From an optimization exercise on the open Yosys and OpenROAD flow, aimed at small area, a short achievable clock period and few clock cycles per item; shortcuts taken in it are not production practice.
RTL that was checked went through simulation tests only; none was proved equivalent to the original.
Power figures rest on the tool's default switching activity, not on a simulated workload.

Design jmp, start of the top module:
module jmp (
    input  wire        clk,
    input  wire        rst,           
    input  wire        load,
    input  wire [31:0] load_size,
    input  wire        start,
    input  wire        setq,
    input  wire [7:0]  setq_val,
    output wire        mem_re,
    output wire [31:0] mem_addr,
    input  wire [7:0]  mem_rdata,
    output wire        qt_we,
    output wire [10:0] qt_addr,
    output wire [7:0]  qt_wdata,
    output wire [15:0] status,
    output wire [31:0] size_o,
    output wire [7:0]  qfactor,
    output wire [31:0] offset_o,
    output wire [7:0]  width_blocks,
    output wire [7:0]  height_blocks,
    output wire [7:0]  type_o,
    output wire        precision,
    output wire [15:0] restart_interval,
    output wire [31:0] header_len,
    output wire [31:0] scan_off,
    output wire [31:0] scan_len
);
Settings: LEC_CHECK=0, CAP_MARGIN=20, CORE_MARGIN=2, CORE_UTILIZATION=55, CTS_BUF_LIST=sky130_fd_sc_hd__clkbuf_8, PLACE_DENSITY=0.65, SETUP_SLACK_MARGIN=4.6, SLEW_MARGIN=20, TNS_END_PERCENT=0; clock period 8.0 ns.
standard.sh (not shown) runs the stock make flow with config.mk's settings and CLKGATE_MAP_FILE= SYNTH_SCRIPT=/design/flow/synth_recipe.tcl, a recipe that flattens the netlist after the stock synthesis.
==> flow/flow/run.sh <==
#!/bin/bash
# The standard layout (the standard.sh: standard synthesis, floorplan, place, CTS, route,
# finish), with the I/O port buffers made from sky130_fd_sc_hd__buf_1 instead of the default
# cell buffer_ports picks. Every port still gets its own buffer.
set -euo pipefail
bash standard.sh "BUFFER_PORTS_ARGS=-buffer_cell sky130_fd_sc_hd__buf_1" finish > standard_make.log 2>&1
Then changed:
--- a/flow/config.mk
+++ b/flow/config.mk
@@ -11,5 +11,4 @@
 export CTS_BUF_LIST = sky130_fd_sc_hd__clkbuf_8
 export PLACE_DENSITY = 0.65
-export SETUP_SLACK_MARGIN = 4.6
+export SETUP_SLACK_MARGIN = 4.3
 export SLEW_MARGIN = 20
-export TNS_END_PERCENT = 0
Result: Global-route usage climbs by 0.37 points; via count went down slightly; final area falls slightly.
No functional check of the RTL was part of any run of this note.

---

Setup of run A:
Another version of the RTL of jmp (not shown whole).
Size: ~1,700 cells after synthesis, roughly 330 I/O pins.
==> flow/config.mk <==
export PLATFORM = sky130hd
export DESIGN_NAME = jmp
export DESIGN_NICKNAME = jmp
export VERILOG_FILES = /design/flow/design.v
export SDC_FILE = /design/flow/constraint.sdc
export NUM_CORES = 4
export LEC_CHECK = 0
export CAP_MARGIN = 20
export CORE_MARGIN = 2
export CORE_UTILIZATION = 50
export PLACE_DENSITY = 0.62
export SETUP_SLACK_MARGIN = 4.75
export SLEW_MARGIN = 20
export TNS_END_PERCENT = 0
==> flow/constraint.sdc <==
create_clock -name core_clock -period 8.0 [get_ports {clk}]
set_input_delay 1.6000 -clock core_clock [delete_from_list [all_inputs] [get_ports {clk}]]
set_output_delay 1.6000 -clock core_clock [all_outputs]
set_load 0.01 [all_outputs]
==> flow/flow/run.sh <==
#!/bin/bash
# The standard layout (the standard.sh: standard synthesis, floorplan, place, CTS, route,
# finish), with two changes to how it is built:
#  - the I/O port buffers are sky130_fd_sc_hd__buf_1 instead of the cell buffer_ports picks
#    by default; every port still gets its own buffer;
#  - clock tree synthesis inserts no dummy loads.
set -euo pipefail
bash standard.sh \
  "BUFFER_PORTS_ARGS=-buffer_cell sky130_fd_sc_hd__buf_1" \
  "CTS_ARGS=-sink_clustering_enable -repair_clock_nets -dont_use_dummy_load -sink_clustering_size 14 -sink_clustering_max_diameter 60 -buf_list sky130_fd_sc_hd__clkbuf_8" \
  finish > standard_make.log 2>&1
Testbench counts of run A, summed over its fixed seeds: cycles 78,442, items 320.
For run B, these inputs were changed with respect to run A:
- an added CTS_BUF_LIST of sky130_fd_sc_hd__clkbuf_8
- a change of CORE_UTILIZATION from 50 to 55
- a change of PLACE_DENSITY from 0.62 to 0.65
- a change of SETUP_SLACK_MARGIN from 4.75 to 4.6
==> run notes <==
Each of the runs, namely run B and run A, reached the end of the flow and came out clean. Worst setup path endpoint = st[0]: run A; worst setup path endpoint = a[30]: run B. In the flow results for run B and run A, the post-route cell area is larger on run A. Between run B and run A, detailed placer's ending HPWL is lower for run B, run A comes in above that. Diff run A -> run B: fraction of area in non-clock buffers -0.81 points, worst setup timing slack at the placement stage has increased, total power fell by 1.9%.
Input-level comparison between run C and run B:
- a change of SETUP_SLACK_MARGIN from 4.6 to 5
- a deleted CTS_BUF_LIST that had been sky130_fd_sc_hd__clkbuf_8
Relative to run B, the wire length per cell measured on run C has decreased slightly. Diff run B -> run C | number of DRC violations after detailed-routing iteration 0 | increase of 5.8%. Compared with run B, run C shows a higher number of global-route vias before repair. Compared with run B, in run C power after layout higher, fraction of the core area covered by cells at the end of the flow increased by 1.0 points relative to the old numbers, non-clock buffer count went up about 6%, number of fill cells in the layout decreased about 1.7%. Diff run C and run B: setup slack higher in run C. Run C: total global routing track utilization is 0.22 points higher than what run B reported.

---

Setup of run 1:
Another version of the RTL of jmp (not shown whole).
Size: about 250 flip-flops, ~330 I/O pins.
export LEC_CHECK = 0
export CAP_MARGIN = 20
export CORE_MARGIN = 2
export CORE_UTILIZATION = 55
export CTS_BUF_LIST = sky130_fd_sc_hd__clkbuf_8
export PLACE_DENSITY = 0.65
export SETUP_SLACK_MARGIN = 4.6
export SLEW_MARGIN = 20
export TNS_END_PERCENT = 0
create_clock -name core_clock -period 8.0 [get_ports {clk}]
==> flow/flow/run.sh <==
#!/bin/bash
# The standard layout (the standard.sh: standard synthesis, floorplan, place, CTS, route,
# finish), with two changes to how it is built:
#  - the I/O port buffers are sky130_fd_sc_hd__buf_1 instead of the cell buffer_ports picks
#    by default; every port still gets its own buffer;
#  - clock tree synthesis inserts no dummy loads.
set -euo pipefail
bash standard.sh \
  "BUFFER_PORTS_ARGS=-buffer_cell sky130_fd_sc_hd__buf_1" \
  "CTS_ARGS=-sink_clustering_enable -repair_clock_nets -dont_use_dummy_load -buf_list sky130_fd_sc_hd__clkbuf_8" \
  finish > standard_make.log 2>&1
Every stage of the flow completed for run 1, and the final layout passed the timing, DRC and antenna checks.
Testbench counts of run 1, summed over its fixed seeds: cycles 78,442, items 320.
Here is what was changed in the inputs of run 2 compared with run 1.
- swapping 4.6 for 4.9 in SETUP_SLACK_MARGIN
==> flow/flow/run.sh <==
#!/bin/bash
# The standard layout (the standard.sh: standard synthesis, floorplan, place, CTS, route,
# finish), with the I/O port buffers made from sky130_fd_sc_hd__buf_1 instead of the default
# cell buffer_ports picks. Every port still gets its own buffer.
set -euo pipefail
bash standard.sh "BUFFER_PORTS_ARGS=-buffer_cell sky130_fd_sc_hd__buf_1" finish > standard_make.log 2>&1
==> comparison <==
Taking run 1 as the reference, in run 2 number of vias per cell after detailed routing went down 0.083, clock period minus worst slack decreased by 0.027 ns relative to the old numbers, placed wire-length estimate shows an increase of about 1.7%, post-detailed-route wirelength per cell now smaller, static leakage now sits higher. For run 2, the end point of the critical path was offset[12], unlike run 1, where it was offset[30].
#### Input delta (run 3 over run 2)
- SETUP_SLACK_MARGIN now 4.75, was 4.9
- CTS_BUF_LIST no longer set, was sky130_fd_sc_hd__clkbuf_8
==> flow/flow/run.sh <==
#!/bin/bash
# The standard layout (the standard.sh: standard synthesis, floorplan, place, CTS, route,
# finish), with two changes to how it is built:
#  - the I/O port buffers are sky130_fd_sc_hd__buf_1 instead of the cell buffer_ports picks
#    by default; every port still gets its own buffer;
#  - clock tree synthesis inserts no dummy loads.
set -euo pipefail
bash standard.sh \
  "BUFFER_PORTS_ARGS=-buffer_cell sky130_fd_sc_hd__buf_1" \
  "CTS_ARGS=-sink_clustering_enable -repair_clock_nets -dont_use_dummy_load -sink_clustering_size 14 -sink_clustering_max_diameter 60 -buf_list sky130_fd_sc_hd__clkbuf_8" \
  finish > standard_make.log 2>&1
Findings:
Between run 3 and run 2, the difference in global-route wire length before repair is negligible.
For the CTS H-tree depth, run 3 came in 1 lower than run 2 did.
Run 3 vs run 2 — detailed-route wire length on metal 1 climbed slightly
Run 2 → run 3: via density per instance saw an increase; combined buffer and inverter count along the critical path saw an increase; count of non-filler cells in the finished layout saw a decrease.
Diff run 2 -> run 3: maximum fanout along the worst path has decreased, cell area after layout has decreased.
Synthesized cell count across run 3 and run 2: no real change.
Changes in run 4 relative to run 3:
- CTS_BUF_LIST: unset -> sky130_fd_sc_hd__clkbuf_8 sky130_fd_sc_hd__clkbuf_16
- SETUP_SLACK_MARGIN: 4.75 -> 4.3
- CTS_CLUSTER_DIAMETER: unset -> 60
- TNS_END_PERCENT: 0 -> unset
- CTS_CLUSTER_SIZE: unset -> 24
==> flow/flow/run.sh <==
#!/bin/bash
# The standard layout (the standard.sh: standard synthesis, floorplan, place, CTS, route,
# finish), with the I/O port buffers made from sky130_fd_sc_hd__buf_1 instead of the default
# cell buffer_ports picks. Every port still gets its own buffer.
set -euo pipefail
bash standard.sh "BUFFER_PORTS_ARGS=-buffer_cell sky130_fd_sc_hd__buf_1" finish > standard_make.log 2>&1
Findings:
Summary: setup slack, run 4 worse than run 3. Taking run 3 as the reference, in run 4 power per cell area grew by 17%, met2 routing resource usage after global routing went down 1.1 points, maximum VDD drop has increased. Non-filler instance count after layout across run 4 and run 3: no real change. Run 4: area growth from synthesis to layout higher than run 3. Diff run 3 -> run 4: met3 track utilization from global routing higher; met3 routed wirelength saw an increase; overall power consumption picked up an extra 0.00059 W. Run 4 -> run 3: register bit total from synthesis delta 0, exact match.
What run 5 does differently from run 4 at the input level:
- CTS_CLUSTER_DIAMETER: 60 -> unset
- SETUP_SLACK_MARGIN: 4.3 -> 4.6
- CTS_BUF_LIST: sky130_fd_sc_hd__clkbuf_8 sky130_fd_sc_hd__clkbuf_16 -> sky130_fd_sc_hd__clkbuf_8
- CTS_CLUSTER_SIZE: 24 -> unset
- PLACE_DENSITY: 0.65 -> 0.75
- TNS_END_PERCENT: unset -> 0
- CORE_UTILIZATION: 55 -> 65
Findings:
The run showing the smaller area growth from synthesis to layout is run 5. Between run 5 and run 4, the difference in post-route fraction of the period consumed by the critical path is negligible. Looking at minimum period implied by the final worst setup slack across both flows, run 5 is the weaker of the two, with run 4 ahead. Relative to run 4, the detailed-route via count measured on run 5 has increased by a few percent. Higher clock-buffer cell count was reported by run 5, not run 4. Row relative contribution of combinational cells to total power: run 5 higher / run 4 lower. Count of multi-input combinational gates, run 5 and run 4: larger value in run 5. Between run 5 and run 4, the total negative slack for setup checks does not differ in any meaningful way.
Input-level comparison between run 6 and run 5:
- a change of PLACE_DENSITY from 0.75 to 0.65
- a change of CORE_UTILIZATION from 65 to 55
==> flow/flow/run.sh <==
#!/bin/bash
# The standard layout (the standard.sh: standard synthesis, floorplan, place, CTS, route,
# finish), with two changes to how it is built:
#  - the I/O port buffers are sky130_fd_sc_hd__buf_1 instead of the cell buffer_ports picks
#    by default; every port still gets its own buffer;
#  - clock tree synthesis inserts no dummy loads.
set -euo pipefail
bash standard.sh \
  "BUFFER_PORTS_ARGS=-buffer_cell sky130_fd_sc_hd__buf_1" \
  "CTS_ARGS=-sink_clustering_enable -repair_clock_nets -dont_use_dummy_load -sink_clustering_size 14 -sink_clustering_max_diameter 60 -buf_list sky130_fd_sc_hd__clkbuf_8" \
  finish > standard_make.log 2>&1
### Flow results
Run 6 against run 5: worst setup slack before clock tree synthesis has increased, post-route core utilization went down 13 points, number of buffers inserted to repair setup after CTS went down. In the tables for run 6 and run 5, via density per instance reads lower with run 6. Changes observed in run 6 relative to run 5: met3 layer wire length in the routed design went down 20%; via count of the first global-routing pass went down. NOTE: sequential share of layout area in run 6 exceeds that of run 5. Comparing run 6 and run 5, the higher static leakage was measured on run 5.

port drivers added, routing unchanged:
The results above use ideal ports. As a check the final layouts listed here were re-extracted and re-timed, cells and wires unchanged.
Step 1: set_driving_cell puts a clkbuf_16 on clk and a buf_2 on each other input, an assumption about the parent block.
Step 2 moves the port delays by t, midway between the first and last clock arrival at a register: inputs arrive t later, outputs are due t later. That takes back most of the time a late clock gives input paths.
a / b / c = ideal ports / drivers / drivers and shift; a / b = the first two.
| run | t (ns) | setup slack, ns | hold WS [ns] | worst setup path at the end |
|---|---|---|---|---|
| the first run of note 1 | 0.631 | 4.354 / 4.354 / 3.728 | 0.436 / 0.436 / 0.436 | input to register |
| the second run of note 1 | 0.625 | 4.374 / 4.374 / 3.791 | 0.430 / 0.430 / 0.430 | input to register |
| run A | 0.633 | 4.345 / 4.376 / 3.742 | 0.443 / 0.443 / 0.443 | input to register |
| run B | 0.627 | 4.384 / 4.384 / 3.824 | 0.440 / 0.440 / 0.440 | input to register |
| run C | 0.627 | 4.471 / 4.471 / 3.897 | 0.440 / 0.440 / 0.440 | input to register |
| run 1 | 0.600 | 4.372 / 4.391 / 3.792 | 0.343 / 0.343 / 0.343 | input to register |
| run 2 | 0.615 | 4.399 / 4.402 / 3.787 | 0.423 / 0.423 / 0.423 | input to register |
| run 3 | 0.640 | 4.424 / 4.429 / 3.789 | 0.405 / 0.405 / 0.405 | input to register |
| run 4 | 0.621 | 4.310 / 4.326 / 3.704 | 0.383 / 0.383 / 0.383 | input to register |
| run 5 | 0.611 | 4.305 / 4.333 / 3.722 | 0.440 / 0.440 / 0.440 | input to register |
| run 6 | 0.643 | 4.371 / 4.398 / 3.755 | 0.428 / 0.428 / 0.428 | input to register |
After both steps setup and hold are still met in every run listed. The setup slack of run 3, which loses most, moves by +0.005 ns with the drivers and by -0.635 ns with both steps.
